This is an optimization exercise on Yosys and OpenROAD, whose aim is small area, a short achievable clock period and few clock cycles per item, not a production implementation. Function was not checked in any run shown here: the RTL went through the layout flow alone. Power and IR drop assume default switching activity.

--- design/flow/design.v ---
module gain_table_rom #(
    parameter integer GAIN_SEED = 2
) (
    input  wire [5:0]  idx,
    output reg  [16:0] word
);
    localparam [15:0] SEED16 = GAIN_SEED;
    always @(*) begin
        case (idx)
      6'd0: word = {1'b1, SEED16 + 16'd0};
      6'd1: word = {1'b1, SEED16 + 16'd1};
      6'd2: word = {1'b0, 16'd5461};
      6'd3: word = {1'b1, SEED16 + 16'd2};
      6'd4: word = {1'b0, 16'd3276};
      6'd5: word = {1'b0, 16'd2730};
      6'd6: word = {1'b0, 16'd2340};
      6'd7: word = {1'b1, SEED16 + 16'd3};
      6'd8: word = {1'b0, 16'd1820};
      6'd9: word = {1'b0, 16'd1638};
      6'd10: word = {1'b0, 16'd1489};
      6'd11: word = {1'b0, 16'd1365};
      6'd12: word = {1'b0, 16'd1260};
      6'd13: word = {1'b0, 16'd1170};
      6'd14: word = {1'b0, 16'd1092};
      6'd15: word = {1'b1, SEED16 + 16'd4};
      6'd16: word = {1'b0, 16'd963};
      6'd17: word = {1'b0, 16'd910};
      6'd18: word = {1'b0, 16'd862};
      6'd19: word = {1'b0, 16'd819};
      6'd20: word = {1'b0, 16'd780};
      6'd21: word = {1'b0, 16'd744};
      6'd22: word = {1'b0, 16'd712};
      6'd23: word = {1'b0, 16'd682};
      6'd24: word = {1'b0, 16'd655};
      6'd25: word = {1'b0, 16'd630};
      6'd26: word = {1'b0, 16'd606};
      6'd27: word = {1'b0, 16'd585};
      6'd28: word = {1'b0, 16'd564};
      6'd29: word = {1'b0, 16'd546};
      6'd30: word = {1'b0, 16'd528};
      6'd31: word = {1'b1, SEED16 + 16'd5};
      6'd32: word = {1'b0, 16'd496};
      6'd33: word = {1'b0, 16'd481};
      6'd34: word = {1'b0, 16'd468};
      6'd35: word = {1'b0, 16'd455};
      6'd36: word = {1'b0, 16'd442};
      6'd37: word = {1'b0, 16'd431};
      6'd38: word = {1'b0, 16'd420};
      6'd39: word = {1'b0, 16'd409};
      6'd40: word = {1'b0, 16'd399};
      6'd41: word = {1'b0, 16'd390};
      6'd42: word = {1'b0, 16'd381};
      6'd43: word = {1'b0, 16'd372};
      6'd44: word = {1'b0, 16'd364};
      6'd45: word = {1'b0, 16'd356};
      6'd46: word = {1'b0, 16'd348};
      6'd47: word = {1'b0, 16'd341};
      6'd48: word = {1'b0, 16'd334};
      6'd49: word = {1'b0, 16'd327};
      6'd50: word = {1'b0, 16'd321};
      6'd51: word = {1'b0, 16'd315};
      6'd52: word = {1'b0, 16'd309};
      6'd53: word = {1'b0, 16'd303};
      6'd54: word = {1'b0, 16'd297};
      6'd55: word = {1'b0, 16'd292};
      6'd56: word = {1'b0, 16'd287};
      6'd57: word = {1'b0, 16'd282};
      6'd58: word = {1'b0, 16'd277};
      6'd59: word = {1'b0, 16'd273};
      6'd60: word = {1'b0, 16'd268};
      6'd61: word = {1'b0, 16'd264};
      6'd62: word = {1'b0, 16'd260};
      6'd63: word = {1'b1, SEED16 + 16'd6};
      default: word = 17'd0;
        endcase
    end
endmodule
module scale_table_rom #(
    parameter integer SCALE_F = 61
) (
    input  wire [8:0]  addr,
    output wire [15:0] data
);
    localparam signed [8:0] F = SCALE_F;
    wire signed [17:0] prod = $signed(addr) * F;
    assign data = prod[15:0];
endmodule
module delta_linear_decoder (
    input  wire        clk,
    input  wire        rst,
    input  wire        start,
    input  wire [29:0] start_n,
    output reg         busy,
    output reg         done,
    output wire        fin,       
    output reg  [29:0] idx,
    output reg  [7:0]  last,
    output reg         din_re,
    output wire [31:0] din_addr,
    input  wire [7:0]  din_rdata,
    output reg         do_we,
    output wire [31:0] do8_addr,
    output reg  [7:0]  do8_wdata,
    output wire [31:0] do16_addr,
    output reg  [15:0] do16_wdata
);
    reg [29:0] n;
    reg [29:0] wcnt;
    reg        v1, lin1, end1;
    reg        v2, end2;
    reg        wend;
    assign din_addr  = {2'b00, idx};
    assign do8_addr  = {2'b00, wcnt};
    assign do16_addr = {1'b0, wcnt, 1'b0};
    assign fin       = do_we && wend;
    wire        start_nz = (start_n != 30'd0);
    wire [29:0] idx_inc  = idx + 30'd1;
    wire        at_end   = (idx_inc == n);
    wire [15:0] sx = {{8{last[7]}}, last};
    wire [15:0] t_last = (sx << 6) - (sx << 2) + sx;
    always @(posedge clk) begin
        if (rst) begin
            din_re <= 1'b0;
            v1     <= 1'b0;
        end else if (start) begin
            din_re <= start_nz;
            v1     <= 1'b0;
        end else begin
            v1 <= din_re;
            if (din_re) din_re <= !at_end;
        end
        idx  <= (idx + {29'd0, din_re}) & {30{~(rst | start)}};
        if (start) n <= start_n;
        lin1 <= (idx[3:0] == 4'd0);
        end1 <= at_end;
        if (rst) begin
            v2   <= 1'b0;
            last <= 8'd0;
        end else if (start) begin
            v2   <= 1'b0;
            last <= 8'd0;
        end else begin
            v2 <= v1;
            if (v1) last <= lin1 ? din_rdata : (last + din_rdata);
        end
        end2 <= end1;
        if (rst) do_we <= 1'b0;
        else     do_we <= v2;
        do8_wdata  <= last;
        do16_wdata <= t_last;
        wend       <= end2;
        wcnt <= (wcnt + {29'd0, do_we}) & {30{~start}};
        if (rst) begin
            busy <= 1'b0;
            done <= 1'b0;
        end else if (start) begin
            busy <= start_nz;
            done <= !start_nz;
        end else if (fin) begin
            busy <= 1'b0;
            done <= 1'b1;
        end
    end
endmodule
module envelope_gain_applier (
    input  wire        clk,
    input  wire        rst,
    input  wire        start,
    input  wire [29:0] start_n,
    output reg         busy,
    output reg         done,
    output wire        fin,       
    output reg  [29:0] idx,
    output reg  [7:0]  lvol,      
    output reg  [7:0]  rvol,      
    output reg         s_re,
    output wire [31:0] s_addr,
    input  wire [7:0]  ls_rdata,
    input  wire [7:0]  rs_rdata,
    output reg         v_re,
    output wire [31:0] v_addr,
    input  wire [7:0]  lv_rdata,
    input  wire [7:0]  rv_rdata,
    output reg         out_we,
    output wire [31:0] out_addr,
    output reg  [31:0] out_wdata
);
    reg [29:0] n;
    reg [29:0] wcnt;
    reg        v1, blk1, end1;
    reg        v2, end2;
    reg        wend;
    reg [7:0]  ls2, rs2;
    assign s_addr   = {2'b00, idx};
    assign v_addr   = {5'd0, idx[29:4], 1'b1};
    assign out_addr = {wcnt, 2'b00};
    assign fin      = out_we && wend;
    wire        start_nz = (start_n != 30'd0);
    wire [29:0] idx_inc  = idx + 30'd1;
    wire        at_end   = (idx_inc == n);
    wire [13:0] lprod = {{6{ls2[7]}}, ls2} * {6'd0, lvol};
    wire [13:0] rprod = {{6{rs2[7]}}, rs2} * {6'd0, rvol};
    always @(posedge clk) begin
        if (rst) begin
            s_re <= 1'b0;
            v_re <= 1'b0;
            v1   <= 1'b0;
        end else if (start) begin
            s_re <= start_nz;
            v_re <= start_nz;
            v1   <= 1'b0;
        end else begin
            v1 <= s_re;
            if (s_re) begin
                s_re <= !at_end;
                v_re <= !at_end && (idx_inc[3:0] == 4'd0);
            end
        end
        idx  <= (idx + {29'd0, s_re}) & {30{~(rst | start)}};
        if (start) n <= start_n;
        blk1 <= v_re;
        end1 <= at_end;
        if (rst) begin
            v2   <= 1'b0;
            lvol <= 8'd0;
            rvol <= 8'd0;
        end else if (start) begin
            v2   <= 1'b0;
            lvol <= 8'd0;
            rvol <= 8'd0;
        end else begin
            v2 <= v1;
            if (v1 && blk1) begin
                lvol <= lv_rdata;
                rvol <= rv_rdata;
            end
        end
        ls2  <= ls_rdata;
        rs2  <= rs_rdata;
        end2 <= end1;
        if (rst) out_we <= 1'b0;
        else     out_we <= v2;
        out_wdata <= {rprod, 2'b00, lprod, 2'b00};
        wend      <= end2;
        wcnt <= (wcnt + {29'd0, out_we}) & {30{~start}};
        if (rst) begin
            busy <= 1'b0;
            done <= 1'b0;
        end else if (start) begin
            busy <= start_nz;
            done <= !start_nz;
        end else if (fin) begin
            busy <= 1'b0;
            done <= 1'b1;
        end
    end
endmodule
module tkg_core (
    input  wire        clk,
    input  wire        rst,
    input  wire        cmd_valid,
    output wire        cmd_ready,
    input  wire [63:0] cmd_word,
    output reg         rsp_valid,
    output reg  [2:0]  rsp_status,
    output reg  [31:0] rsp_data,
    output wire        din_re,
    output wire [31:0] din_addr,
    input  wire [7:0]  din_rdata,
    output wire        do8_we,
    output wire [31:0] do8_addr,
    output wire [7:0]  do8_wdata,
    output wire        do16_we,
    output wire [31:0] do16_addr,
    output wire [15:0] do16_wdata,
    output wire        ls_re,
    output wire [31:0] ls_addr,
    input  wire [7:0]  ls_rdata,
    output wire        lv_re,
    output wire [31:0] lv_addr,
    input  wire [7:0]  lv_rdata,
    output wire        rs_re,
    output wire [31:0] rs_addr,
    input  wire [7:0]  rs_rdata,
    output wire        rv_re,
    output wire [31:0] rv_addr,
    input  wire [7:0]  rv_rdata,
    output wire        out_we,
    output wire [31:0] out_addr,
    output wire [31:0] out_wdata
);
    localparam integer SCALE_F   = 61;
    localparam integer GAIN_SEED = 2;
    localparam [2:0] S_OK = 3'd0, S_ILLEGAL = 3'd1, S_READ_ONLY = 3'd2, S_BUSY = 3'd3,
                     S_IN_SHORT = 3'd4, S_OUT_SHORT = 3'd5;
    localparam [7:0]  SEED8   = GAIN_SEED;
    localparam [7:0]  SCALE8  = SCALE_F;
    localparam [31:0] ID_WORD = {16'h544B, SEED8, SCALE8};
    assign cmd_ready = 1'b1;
    wire accept = cmd_valid;
    wire [3:0]  op   = cmd_word[63:60];
    wire [3:0]  rsel = cmd_word[59:56];
    wire [23:0] rsv  = cmd_word[55:32];
    wire [31:0] imm  = cmd_word[31:0];
    wire rsv0   = (rsv == 24'd0);
    wire rsel0  = (rsel == 4'd0);
    wire imm_a0 = (imm[31:9] == 23'd0);
    wire imm_b0 = (imm[8:6] == 3'd0);
    wire imm_c0 = (imm[5:0] == 6'd0);
    wire imm0   = imm_a0 && imm_b0 && imm_c0;
    wire plain  = rsel0 && rsv0 && imm0;           
    wire op_nop  = (op == 4'h0);
    wire op_setp = (op == 4'h1);
    wire op_getp = (op == 4'h2);
    wire op_stat = (op == 4'h3);
    wire op_gt   = (op == 4'h4);
    wire op_st   = (op == 4'h5);
    wire op_dld  = (op == 4'h6);
    wire op_ega  = (op == 4'h7);
    wire slow_op = op_nop || op_getp || op_gt || op_st;
    wire setp_legal = rsv0 && !(((rsel == 4'd0) || (rsel == 4'd4)) && (imm[31:30] != 2'd0));
    reg        setp_q;
    reg [3:0]  c_rsel;
    reg [31:0] c_imm;
    always @(posedge clk) begin
        if (rst) setp_q <= 1'b0;
        else     setp_q <= accept && op_setp && setp_legal && (rsel < 4'd10);
        c_rsel <= rsel;
        c_imm  <= imm;
    end
    reg [29:0] p_dld_n;
    reg [31:0] p_dld_len_in, p_dld_len_o8, p_dld_len_o16;
    reg [29:0] p_ega_n;
    reg [31:0] p_ega_len_ls, p_ega_len_lv, p_ega_len_rs, p_ega_len_rv, p_ega_len_out;
    wire [31:0] imm_w = c_imm & {32{~rst}};
    wire [9:0]  wsel  = {10{setp_q}} & (10'd1 << c_rsel);
    always @(posedge clk) begin
        if (rst || wsel[0]) p_dld_n       <= imm_w[29:0];
        if (rst || wsel[1]) p_dld_len_in  <= imm_w;
        if (rst || wsel[2]) p_dld_len_o8  <= imm_w;
        if (rst || wsel[3]) p_dld_len_o16 <= imm_w;
        if (rst || wsel[4]) p_ega_n       <= imm_w[29:0];
        if (rst || wsel[5]) p_ega_len_ls  <= imm_w;
        if (rst || wsel[6]) p_ega_len_lv  <= imm_w;
        if (rst || wsel[7]) p_ega_len_rs  <= imm_w;
        if (rst || wsel[8]) p_ega_len_rv  <= imm_w;
        if (rst || wsel[9]) p_ega_len_out <= imm_w;
    end
    wire        dld_busy_r, dld_done_r, dld_fin;
    wire [29:0] dld_idx;
    wire [7:0]  dld_last;
    wire        ega_busy_r, ega_done_r, ega_fin;
    wire [29:0] ega_idx;
    wire [7:0]  lvol, rvol;
    wire dld_busy = dld_busy_r && !dld_fin;
    wire dld_done = dld_done_r || dld_fin;
    wire ega_busy = ega_busy_r && !ega_fin;
    wire ega_done = ega_done_r || ega_fin;
    reg  [3:0]  psel;
    reg  [31:0] preg;
    always @(*) begin
        case (psel)
            4'd0:    preg = {2'b00, p_dld_n};
            4'd1:    preg = p_dld_len_in;
            4'd2:    preg = p_dld_len_o8;
            4'd3:    preg = p_dld_len_o16;
            4'd4:    preg = {2'b00, p_ega_n};
            4'd5:    preg = p_ega_len_ls;
            4'd6:    preg = p_ega_len_lv;
            4'd7:    preg = p_ega_len_rs;
            4'd8:    preg = p_ega_len_rv;
            4'd9:    preg = p_ega_len_out;
            4'd10:   preg = {2'b00, dld_idx};
            4'd11:   preg = {24'd0, dld_last};
            4'd12:   preg = {2'b00, ega_idx};
            4'd13:   preg = {22'd0, lvol, 2'b00};
            4'd14:   preg = {22'd0, rvol, 2'b00};
            default: preg = ID_WORD;
        endcase
    end
    reg  [7:0] flag, dirty;
    reg        s_pend;
    wire [7:0] dmark = (setp_q && c_rsel == 4'd0) ? 8'h07 :
                       (setp_q && c_rsel == 4'd4) ? 8'hF8 :
                       {wsel[9:5], wsel[3:1]};
    reg  [2:0] ck;
    always @(*) begin
        casez (dirty)
            8'b???????1: ck = 3'd0;
            8'b??????10: ck = 3'd1;
            8'b?????100: ck = 3'd2;
            8'b????1000: ck = 3'd3;
            8'b???10000: ck = 3'd4;
            8'b??100000: ck = 3'd5;
            8'b?1000000: ck = 3'd6;
            default:     ck = 3'd7;
        endcase
    end
    reg [3:0] ck_reg;
    always @(*) begin
        case (ck)
            3'd0: ck_reg = 4'd1;  3'd1: ck_reg = 4'd2;  3'd2: ck_reg = 4'd3;  3'd3: ck_reg = 4'd5;
            3'd4: ck_reg = 4'd6;  3'd5: ck_reg = 4'd7;  3'd6: ck_reg = 4'd8;  default: ck_reg = 4'd9;
        endcase
    end
    always @(*) psel = s_pend ? c_rsel : ck_reg;
    reg [29:0] ca;      
    reg        cov;     
    always @(*) begin
        case (ck)
            3'd2:       begin ca = preg[30:1];          cov = preg[31];          end
            3'd7:       begin ca = preg[31:2];          cov = 1'b0;              end
            3'd4, 3'd6: begin ca = {preg[26:1], 4'd0};  cov = |preg[31:27];      end
            default:    begin ca = preg[29:0];          cov = |preg[31:30];      end
        endcase
    end
    wire [29:0] cb = (ck < 3'd3) ? p_dld_n : p_ega_n;
    function automatic lt30(input [29:0] a, input [29:0] b);
        reg [31:0] g, p;
        integer i, w;
        begin
            g = {2'b00, ~a & b};
            p = {2'b11, ~a | b};
            for (w = 1; w < 32; w = w * 2)
                for (i = 31; i >= 0; i = i - 1)
                    if ((i % (2 * w)) == (2 * w - 1)) begin
                        g[i] = g[i] | (p[i] & g[i - w]);
                        p[i] = p[i] & p[i - w];
                    end
            lt30 = g[31];
        end
    endfunction
    wire c_lt = !cov && lt30(ca, cb);
    wire c_en = !s_pend && (dirty != 8'd0);
    wire [7:0] c_hit = {8{c_en}} & (8'd1 << ck);
    always @(posedge clk) begin
        if (rst) begin
            flag  <= 8'd0;
            dirty <= 8'd0;
        end else begin
            flag  <= (flag & ~c_hit) | ({8{c_lt}} & c_hit);
            dirty <= (dirty & ~c_hit) | dmark;
        end
    end
    wire d_clean = (dirty[2:0] == 3'd0);
    wire e_clean = (dirty[7:3] == 5'd0);
    wire [2:0] d_code = flag[0] ? S_IN_SHORT : (flag[1] || flag[2]) ? S_OUT_SHORT : S_OK;
    wire [2:0] e_code = (flag[3] || flag[4] || flag[5] || flag[6]) ? S_IN_SHORT :
                        flag[7] ? S_OUT_SHORT : S_OK;
    wire d_defer = op_dld && plain && !dld_busy && !d_clean;
    wire e_defer = op_ega && plain && !ega_busy && !e_clean;
    reg [2:0] f_status;
    always @(*) begin
        if (op_setp)
            f_status = !setp_legal ? S_ILLEGAL : (rsel >= 4'd10) ? S_READ_ONLY : S_OK;
        else if (op_stat)
            f_status = plain ? S_OK : S_ILLEGAL;
        else if (op_dld)
            f_status = !plain ? S_ILLEGAL : dld_busy ? S_BUSY : d_code;
        else if (op_ega)
            f_status = !plain ? S_ILLEGAL : ega_busy ? S_BUSY : e_code;
        else
            f_status = S_ILLEGAL;
    end
    wire [31:0] f_data = (op_stat && plain) ?
        {22'd0, ega_done, ega_busy, 6'd0, dld_done, dld_busy} : 32'd0;
    reg d_wait, e_wait;
    wire d_go = d_wait && d_clean;
    wire e_go = e_wait && e_clean;
    reg dld_start, ega_start;
    always @(posedge clk) begin
        if (rst) begin
            d_wait    <= 1'b0;
            e_wait    <= 1'b0;
            dld_start <= 1'b0;
            ega_start <= 1'b0;
        end else begin
            d_wait    <= (d_wait && !d_clean) || (accept && d_defer);
            e_wait    <= (e_wait && !e_clean) || (accept && e_defer);
            dld_start <= (accept && op_dld && plain && !dld_busy && d_clean && d_code == S_OK) ||
                         (d_go && d_code == S_OK);
            ega_start <= (accept && op_ega && plain && !ega_busy && e_clean && e_code == S_OK) ||
                         (e_go && e_code == S_OK);
        end
    end
    reg        s_legal;
    reg [1:0]  s_kind;      
    always @(posedge clk) begin
        if (rst) s_pend <= 1'b0;
        else     s_pend <= accept && slow_op;
        s_kind  <= {op_gt || op_st, op_getp || op_st};
        s_legal <= op_getp ? (rsv0 && imm0) :
                   op_gt   ? (rsel0 && rsv0 && imm_a0 && imm_b0) :
                   op_st   ? (rsel0 && rsv0 && imm_a0) : plain;
    end
    wire [16:0] gt_word;
    wire [15:0] st_word;
    gain_table_rom #(.GAIN_SEED(GAIN_SEED)) u_gt (
        .idx  (c_imm[5:0]),
        .word (gt_word)
    );
    scale_table_rom #(.SCALE_F(SCALE_F)) u_st (
        .addr (c_imm[8:0]),
        .data (st_word)
    );
    reg [31:0] s_data;
    always @(*) begin
        if (!s_legal) s_data = 32'd0;
        else case (s_kind)
            2'd1:    s_data = preg;
            2'd2:    s_data = {15'd0, gt_word};
            2'd3:    s_data = {16'd0, st_word};
            default: s_data = 32'd0;
        endcase
    end
    always @(posedge clk) begin
        if (rst) rsp_valid <= 1'b0;
        else     rsp_valid <= s_pend || d_go || e_go ||
                              (accept && !slow_op && !d_defer && !e_defer);
        if (s_pend) begin
            rsp_status <= s_legal ? S_OK : S_ILLEGAL;
            rsp_data   <= s_data;
        end else if (d_wait) begin
            rsp_status <= d_code;
            rsp_data   <= 32'd0;
        end else if (e_wait) begin
            rsp_status <= e_code;
            rsp_data   <= 32'd0;
        end else begin
            rsp_status <= f_status;
            rsp_data   <= f_data;
        end
    end
    wire dld_we;
    delta_linear_decoder u_dld (
        .clk        (clk),
        .rst        (rst),
        .start      (dld_start),
        .start_n    (p_dld_n),
                .busy       (dld_busy_r),
        .done       (dld_done_r),
        .fin        (dld_fin),
        .idx        (dld_idx),
        .last       (dld_last),
        .din_re     (din_re),
        .din_addr   (din_addr),
        .din_rdata  (din_rdata),
        .do_we      (dld_we),
        .do8_addr   (do8_addr),
        .do8_wdata  (do8_wdata),
        .do16_addr  (do16_addr),
        .do16_wdata (do16_wdata)
    );
    assign do8_we  = dld_we;
    assign do16_we = dld_we;
    wire ega_s_re, ega_v_re;
    wire [31:0] ega_s_addr, ega_v_addr;
    envelope_gain_applier u_ega (
        .clk       (clk),
        .rst       (rst),
        .start     (ega_start),
        .start_n   (p_ega_n),
                .busy      (ega_busy_r),
        .done      (ega_done_r),
        .fin       (ega_fin),
        .idx       (ega_idx),
        .lvol      (lvol),
        .rvol      (rvol),
        .s_re      (ega_s_re),
        .s_addr    (ega_s_addr),
        .ls_rdata  (ls_rdata),
        .rs_rdata  (rs_rdata),
        .v_re      (ega_v_re),
        .v_addr    (ega_v_addr),
        .lv_rdata  (lv_rdata),
        .rv_rdata  (rv_rdata),
        .out_we    (out_we),
        .out_addr  (out_addr),
        .out_wdata (out_wdata)
    );
    assign ls_re   = ega_s_re;
    assign rs_re   = ega_s_re;
    assign ls_addr = ega_s_addr;
    assign rs_addr = ega_s_addr;
    assign lv_re   = ega_v_re;
    assign rv_re   = ega_v_re;
    assign lv_addr = ega_v_addr;
    assign rv_addr = ega_v_addr;
endmodule
--- design/flow/run.sh ---
#!/bin/bash
# synth_recipe.tcl (not shown) runs the flow's synth.tcl, then flattens the netlist and writes it again
# the make line also repeats each setting of config.mk as NAME=value (left out here)
make -C /OpenROAD-flow-scripts/flow DESIGN_CONFIG=/design/flow/config.mk WORK_HOME=/design/flow/orfs CLKGATE_MAP_FILE= SYNTH_SCRIPT=/design/flow/synth_recipe.tcl finish
--- design/flow/config.mk ---
export PLATFORM = sky130hd
export DESIGN_NAME = tkg_core
export DESIGN_NICKNAME = tkg_core
export VERILOG_FILES = /design/flow/design.v
export SDC_FILE = /design/flow/constraint.sdc
export NUM_CORES = 4
export LEC_CHECK = 0
export CAP_MARGIN = 20
export CORE_MARGIN = 2
export CORE_UTILIZATION = 40
export SETUP_SLACK_MARGIN = 5
export SLEW_MARGIN = 20
--- design/flow/constraint.sdc ---
create_clock -name core_clock -period 8.0 [get_ports {clk}]
set_input_delay 1.6000 -clock core_clock [delete_from_list [all_inputs] [get_ports {clk}]]
set_output_delay 1.6000 -clock core_clock [all_outputs]
set_load 0.01 [all_outputs]
==> out/metrics.csv, run 1 <==
metric,value,unit
outcome,"complete, no violations",
drt_iter0_markers,3646,
num-fill-cells,8563,
cap_violations,0,
syn_avg_cell_area,10.3,um2
p_leak,21.4,nW
critPathMostFrequentCell,buf_4,
coreArea,96300,um2
max_clock_freq,229,MHz
synth_area,38700,um2
antenna_found_initial,7,
synthArstFlopShare,0,%
grt_pass1_wl,214000,um
wl_per_cell,26.7,um
fin_crit,4.36,ns
hold_violations,0,
cp_max_fo,10,
cts-root-buf,clkbuf_16,
hpwl,98600,um
cts_sinks,718,
max_stage_delay,0.55,ns
post_drt_via_cell_ratio,5.80,
synth_flop_cell,edfxtp_1,
final.setup.worst_slack,3.64,ns
peakVddDrop,0.168,mV
clk_path_buf_depth,3,
path_clk_slew,0.06,ns
drive_gt1_share,26.4,%
ys_types,100,
grt_usage,29.2,%
period_share,54.5,%
gp_congestion,0.974,
r2r.worst_path.cells,15,
cts-buffers-inserted,82,
htreeDepth,3,
worstPathArrival,4.95,ns
rsz0062_at_grt,yes,
syn2layout_area_growth,33.9,%
portBuffers,434,
tns,0,ns
setup_violations,0,
crit_path_start_kind,flip-flop,
initial_core_util,40.2,%
critPathCaptureType,flip-flop,
final_nets,4697,
cts_tree,done,
min_path_type,flip-flop to flip-flop,
routed_wl,152000,um
clk_latency,0.68,ns
die_h,315,um
register_area,18600,um2
multi_input_area,20300,um2
rows,114,
vias,33100,
fin_skew,0.0232,ns
gr-total-overflow,0,
drv_slew,0,
grt_max_degree,66,
io_pins,464,
critical_path_class,flip-flop to flip-flop,
hold_path_depth,0,
crit_chain,"buf_4, nor4_4, buf_4, a221o_4, buf_12, mux2_2, a221oi_2, o2111ai_2, nor4_1, a211oi_2, nor4bb_4, nand2_2, a311oi_4, nor2_4, a31oi_1",
route.detailed.drc,0,
relSlewSlack,12.0,%
required,8.59,ns
worstMarginPinSlew,1.32,ns
ant_nets,0,
synth_seq_area_share,46.9,%
drtPass1Iterations,9,
ys_warn_count,4,
powerDensity,178,nW/um2
first_global_vias,31400,
syn_inst,3760,
die_area,99200,um2
slowest_stage,nor4_1,
synth_edf_count,376,
die_w,315,um
pre_cts_ws,2.37,ns
ys_seq_elements,718,
-- final cells by class --
class,instances,area share [%]
inverters,219,1.63
multi-input cells,2510,39.2
clock buffers,119,4.57
flip-flops and latches,718,35.9
repair buffers,819,14.7
well taps,1276,3.08
diodes,7,0.0338
clock inverters,32,0.843
-- worst paths after layout --
check | from | to | slack (ns)
setup / recovery | dirty[1] | flip-flop | 3.64
hold / removal | u_dld.end2 | u_dld.wend | 0.33
setup reg to reg | dirty[1] | flip-flop | 3.64
hold reg to reg | u_dld.end2 | u_dld.wend | 0.33
-- cells in the final DEF, fill, tap and decap left out, drive strengths merged, types with 44 or more instances in the layout --
master	count
nand4	46
and2	89
clkdlybuf4s15	44
xor2	114
edfxtp	376
nand2	302
dlygate4sd2	279
dfxtp	342
nand3	114
clkbuf	134
fa	100
nor2	268
nor2b	61
ha	140
nor4	46
nor3	55
o21ai	162
inv	217
buf	395
a21oi	204
clkdlybuf4s50	80
xnor2	108
-- power breakdown --
part           leakage, nW  switching (mW)  internal (mW)  total, mW
Sequential            6.69          0.0971           3.97       4.07
Combinational         13.3           0.669          0.540       1.21
Clock                 1.36            1.62           2.30       3.93
Total                 21.4            2.39           6.82       9.21
-- cell families (layout without fill, tap and decap cells) --
group           Yosys count  after routing  share of synthesized area, %
buf+inv                 565           1189                          7.22
simple gates           1146           1146                          14.7
xor+xnor                223            223                          5.09
mux                      83             83                          2.43
flops                   718            718                          46.9
fa+ha+maj               242            242                          9.75
compound gates          781            787                          13.9
other cells               2             36                        0.0194
-- synthesized netlist by cell type (40+ instances only) --
master / count / area share (%)
dfxtp_1: 342 / 18
nor4_1: 42 / 0.68
buf_4: 154 / 3.0
o21ai_0: 152 / 2.0
xnor2_1: 108 / 2.4
nor3_1: 54 / 0.70
xor2_1: 114 / 2.6
a21oi_1: 200 / 2.6
nor2_1: 267 / 2.6
nand2_1: 302 / 2.9
and2_1: 88 / 1.4
edfxtp_1: 376 / 29
and3_1: 42 / 0.68
nor2b_1: 61 / 0.99
fa_1: 100 / 5.2
nand3_1: 114 / 1.5
inv_1: 218 / 2.1
mux2i_1: 40 / 1.0
nand4_1: 46 / 0.74
ha_1: 140 / 4.5
clkbuf_1: 135 / 1.3
-- worst max-delay path: cells and delay by family (launching register included) --
kind	cells	cell delay, ns
AO/OA/AOI/OAI	6	1.50
buffers and inverters	3	0.51
flip-flops	1	0.37
multiplexers	1	0.36
AND/OR/NAND/NOR	5	1.52
-- routing by layer --
metal	wire, um	global-route usage, %	vias to the layer above
li1	-	-	14500
met1	57800	36.6	16200
met2	69100	45.9	1864
met3	15700	7.60	499
met4	9540	16.4	6
met5	31	0	-
-- state kept, by name, indices dropped and copies added (netlist names), 28 cells and up, named ones only --
name and flops:
u_ega.idx 30, p_dld_len_o16 32, u_ega.wcnt 30, rsp_data 32, p_ega_len_rv 32, p_ega_len_out 32, u_dld.wcnt 30, p_dld_n 30
p_ega_n 30, p_ega_len_lv 32, c_imm 32, p_ega_len_ls 32, u_ega.n 30, u_ega.out_wdata 28, p_ega_len_rs 32, p_dld_len_in 32
u_dld.n 30, p_dld_len_o8 32, u_dld.idx 30
-- stage by stage --
stage | area, um2 | cells | hold slack, ns | util (%) | power [mW]
floorplan | 39400 | 3787 | 0.310 | - | 4.74
global placement | 43600 | 5197 | 0.312 | 45.3 | 5.07
detailed placement | 43600 | 5197 | 0.314 | 45.3 | 5.08
CTS | 49800 | 5593 | 0.327 | 51.7 | 9.07
global route | 51800 | 5693 | 0.333 | 53.8 | 9.47
finish | 51800 | 5700 | 0.325 | 53.8 | 9.21
-- what timing repair did --
item / 4_1_cts / 5_1_grt
buffers inserted: 234 / 91
gates cloned: 11 / 8
gates resized for setup: 1000 / 288
pin swaps: 150 / 186
hold buffers: 0 / 0
setup endpoints to repair: 622 / 108
==> run 2: changes to the inputs <==
--- a/design/flow/config.mk
+++ b/design/flow/config.mk
@@ -9,4 +9,3 @@
 export CORE_MARGIN = 2
 export CORE_UTILIZATION = 40
-export SETUP_SLACK_MARGIN = 5
 export SLEW_MARGIN = 20
==> run 2 against run 1 <==
Still clean; critical path depth is the same; sequential power barely moved; via count fell by 7.0%; first-iteration DRC count decreased by 3.6%; synthesized cell count did not move; utilization shrank 5.9 points; count of clock-buffer cells in the layout down 6.
==> out/metrics.csv, run 2 <==
metric,value,unit,change
post_cts_resized,0,,-100%
drt_iter0_markers,3515,,-3.6%
relSlewSlack,16.7,%,+4.8 points
rr_startpoint,s_pend,,
wl_met3,12600,um,-20%
dpl_cell_area,43200,um2,-0.91%
stdcell_count,5359,,-6.0%
ys_warn_count,4,,unchanged
cap_violations,0,,unchanged
route.detailed.drc,0,,unchanged
vias,30700,,-7.0%
antenna_found_initial,4,,-3
peakVddDrop,0.138,mV,-18%
min_to,u_ega.end2,,
synth_flop_cell,edfxtp_1,,
routed_wl,136000,um,-11%
die_w,315,um,unchanged
grt_pass1_wl,197000,um,-7.9%
syn2layout_area_growth,19.1,%,
hold_slack,0.320,ns,-0.00497 ns
synthAdderAreaFrac,9.75,%,unchanged
final.setup.worst_slack,2.22,ns,-1.42 ns
post_cts_buffers,0,,-100%
cts_tree,done,,
synthArstFlopShare,0,%,unchanged
worstPathArrival,6.38,ns,+1.43 ns
cts-root-buf,clkbuf_16,,
first_global_vias,29200,,-7.1%
critPathCaptureType,flip-flop,,
hold_path_depth,0,,unchanged
rows,114,,unchanged
clk_latency,0.68,ns,about the same
drv_slew,0,,unchanged
worstMarginPinSlew,1.25,ns,-0.0715 ns
clk_path_buf_depth,3,,unchanged
rrSetupSlack,2.22,ns,-1.42 ns
synth_top_area_share,29.2,%,unchanged
min_from,u_ega.end1,,
critical_path_class,flip-flop to flip-flop,,
cp_max_fo,37,,+27
synth_seq_area_share,46.9,%,unchanged
synth_edf_count,376,,unchanged
synth_simple_gate_area_share,14.7,%,unchanged
postCtsHoldBufs,0,,unchanged
synth_area,38700,um2,unchanged
synth_top_family_by_area,simple AND/OR/NAND/NOR gates,,
io_pins,464,,unchanged
portBuffers,434,,unchanged
die_area,99200,um2,unchanged
drtPass1Iterations,6,,-3
drive_gt1_share,7.49,%,-19 points
p_clk_share,44.1,%,+1.4 points
design_area,46100,um2,-11%
p_seq_share,46.0,%,+1.8 points
ant_nets,0,,unchanged
m1WireLength,54200,um,-6.3%
layout_common_cells,"433 x clkdlybuf4s50_1, 376 x edfxtp_1, 340 x dfxtp_1",,
coreArea,96300,um2,unchanged
final_common_cell,clkdlybuf4s50_1,,
synthTopCellsByCount,"376 x edfxtp_1, 342 x dfxtp_1, 302 x nand2_1",,
cts-buffers-inserted,82,,unchanged
wl_per_cell,25.4,um,-4.9%
fin_crit,5.78,ns,+1.42 ns
outcome,"complete, no violations",,
gr-total-overflow,0,,unchanged
pre_cts_ws,2.10,ns,-0.275 ns
period_share,72.3,%,+18 points
fin_skew,0.0392,ns,+0.0160 ns
initial_core_util,40.2,%,unchanged
dp.cells,5204,,+0.13%
cts_sinks,718,,unchanged
yosysTopAreaCell,edfxtp_1,,
synthXorXnorAreaFrac,5.09,%,unchanged
min_path_type,flip-flop to flip-flop,,
n_antenna_cell,0,,-7
powerDensity,193,nW/um2,+8.7%
p_leak,17.6,nW,-18%
grt_max_degree,66,,unchanged
ys_seq_elements,718,,unchanged
final_core_util,47.9,%,-5.9 points
synth_compound_area_share,13.9,%,unchanged
syn_avg_cell_area,10.3,um2,unchanged
path_clk_slew,0.07,ns,about the same
p_int,6.64,mW,-2.5%
synthTopCellsByArea,"edfxtp_1 29%, dfxtp_1 18%, fa_1 5.2%",,
hold_violations,0,,unchanged
synthMuxAreaShare,2.43,%,unchanged
r2r.worst_path.cells,15,,unchanged
htreeDepth,3,,unchanged
routed.top_layer,met5,,
gp_congestion,0.987,,+1.3%
p_sw,2.26,mW,-5.6%
hpwl,96900,um,-1.7%
wl_met2,62200,um,-10%
p_total,8.90,mW,-3.3%
die_h,315,um,unchanged
cp-startpoint,s_pend,,
syn_inst,3760,,unchanged
ys_types,100,,unchanged
required,8.60,ns,about the same
tns,0,ns,unchanged
swShare,25.4,%,-0.61 points
post_drt_via_cell_ratio,5.73,,-1.1%
grt_usage,26.8,%,-2.5 points
p_comb_share,9.8,%,-3.3 points
final_nets,4360,,-7.2%
yosysMostFrequentCell,edfxtp_1,,
setup_violations,0,,unchanged
max_clock_freq,173,MHz,-25%
crit_path_start_kind,flip-flop,,
rsz0062_at_grt,no,,
## run 2: changes by cell type in the layout (fill, tap and decap cells not counted), sizes merged, moves of 3 or more
| cell | delta |
|---|---|
| clkinvlp | -5 |
| clkdlybuf4s15 | -44 |
| dlygate4sd2 | -279 |
| diode | -7 |
| a221o | -3 |
| inv | +7 |
| clkinv | +8 |
| bufbuf | -4 |
| clkdlybuf4s50 | +353 |
| clkbuf | -21 |
| buf | -340 |
## run 2: worst max path at each step
stage               slack, ns            end
finish                   2.22      flip-flop
global placement         1.89  rsp_status[0]
CTS                      2.33      flip-flop
floorplan                3.69   rsp_data[14]
global route             1.96      flip-flop
detailed placement       2.10  rsp_status[0]
## run 2: cell families after synthesis
logic type               count (synthesis)
flip-flops                             718
XOR/XNOR                               223
AND/OR/NAND/NOR                       1146
adder cells (fa/ha/maj)                242
other                                    2
multiplexers                            83
buffers and inverters                  565
AO/OA/AOI/OAI                          781
## run 2: final cells by class
type / instances / area, um2
Sequential cell: 718 / 18100
Clock inverter: 41 / 448
Timing Repair Buffer: 488 / 4760
Clock buffer: 113 / 2380
Tap cell: 1276 / 1600
Fill cell: 8968 / 50200
Multi-Input combinational cell: 2504 / 17900
Inverter: 219 / 822
## run 2: layer usage
metal  track usage [%]  up-vias
li1                  -    13800
met1              35.2    15000
met2              42.1     1617
met3              5.32      325
met4              13.4        2
met5                 0        -
## run 2: worst max-delay path: stages, from the launching register on
cell and delay (ns):
dfxtp_1 0.40, buf_4 0.31, nor4_4 0.67, a221o_4 0.68
buf_4 0.54, mux2i_1 0.24, o21ai_0 0.12, a221oi_2 0.44
a21oi_1 0.16, a2111oi_2 0.40, nor3_1 0.15, or4_1 0.55
nand4b_1 0.26, a311oi_2 0.42, nor2_2 0.16, a31oi_1 0.19
## run 2: power groups by stage
stage | sequential (mW) | clock, mW | combinational (mW)
global placement | 4.17 | 0 | 0.847
global route | 4.10 | 4.14 | 0.952
detailed placement | 4.17 | 0 | 0.851
finish | 4.10 | 3.93 | 0.874
floorplan | 4.12 | 0 | 0.566
CTS | 4.09 | 3.99 | 0.858

## what the ideal ports hide
No port has a modelled driver above. Below, the same layouts with a new extraction and two added sets of constraints. Step 1, drivers: a clkbuf_16 drives clk and a buf_2 each remaining input, both assumed. Step 2, shift: input delay + t, output delay - t, t = (earliest + latest rising clock arrival at the registers) / 2. This alone moves slack from input paths to output paths. Slacks: ideal ports / drivers / drivers and shift; pairs: ideal ports / drivers.
run | t (ns) | setup WS [ns] | latest minus earliest clock arrival (ns) | cell pins on the clock port's net
run 1 | 0.734 | 3.641 / 3.641 / 3.187 | 0.024 / 0.025 | 1
run 2 | 0.731 | 2.217 / 2.217 / 2.217 | 0.040 / 0.040 | 1
After both steps every run listed still meets setup and hold. For run 1, which loses most, drivers alone change the setup slack by 0.000 ns; drivers and shift together by -0.454 ns.
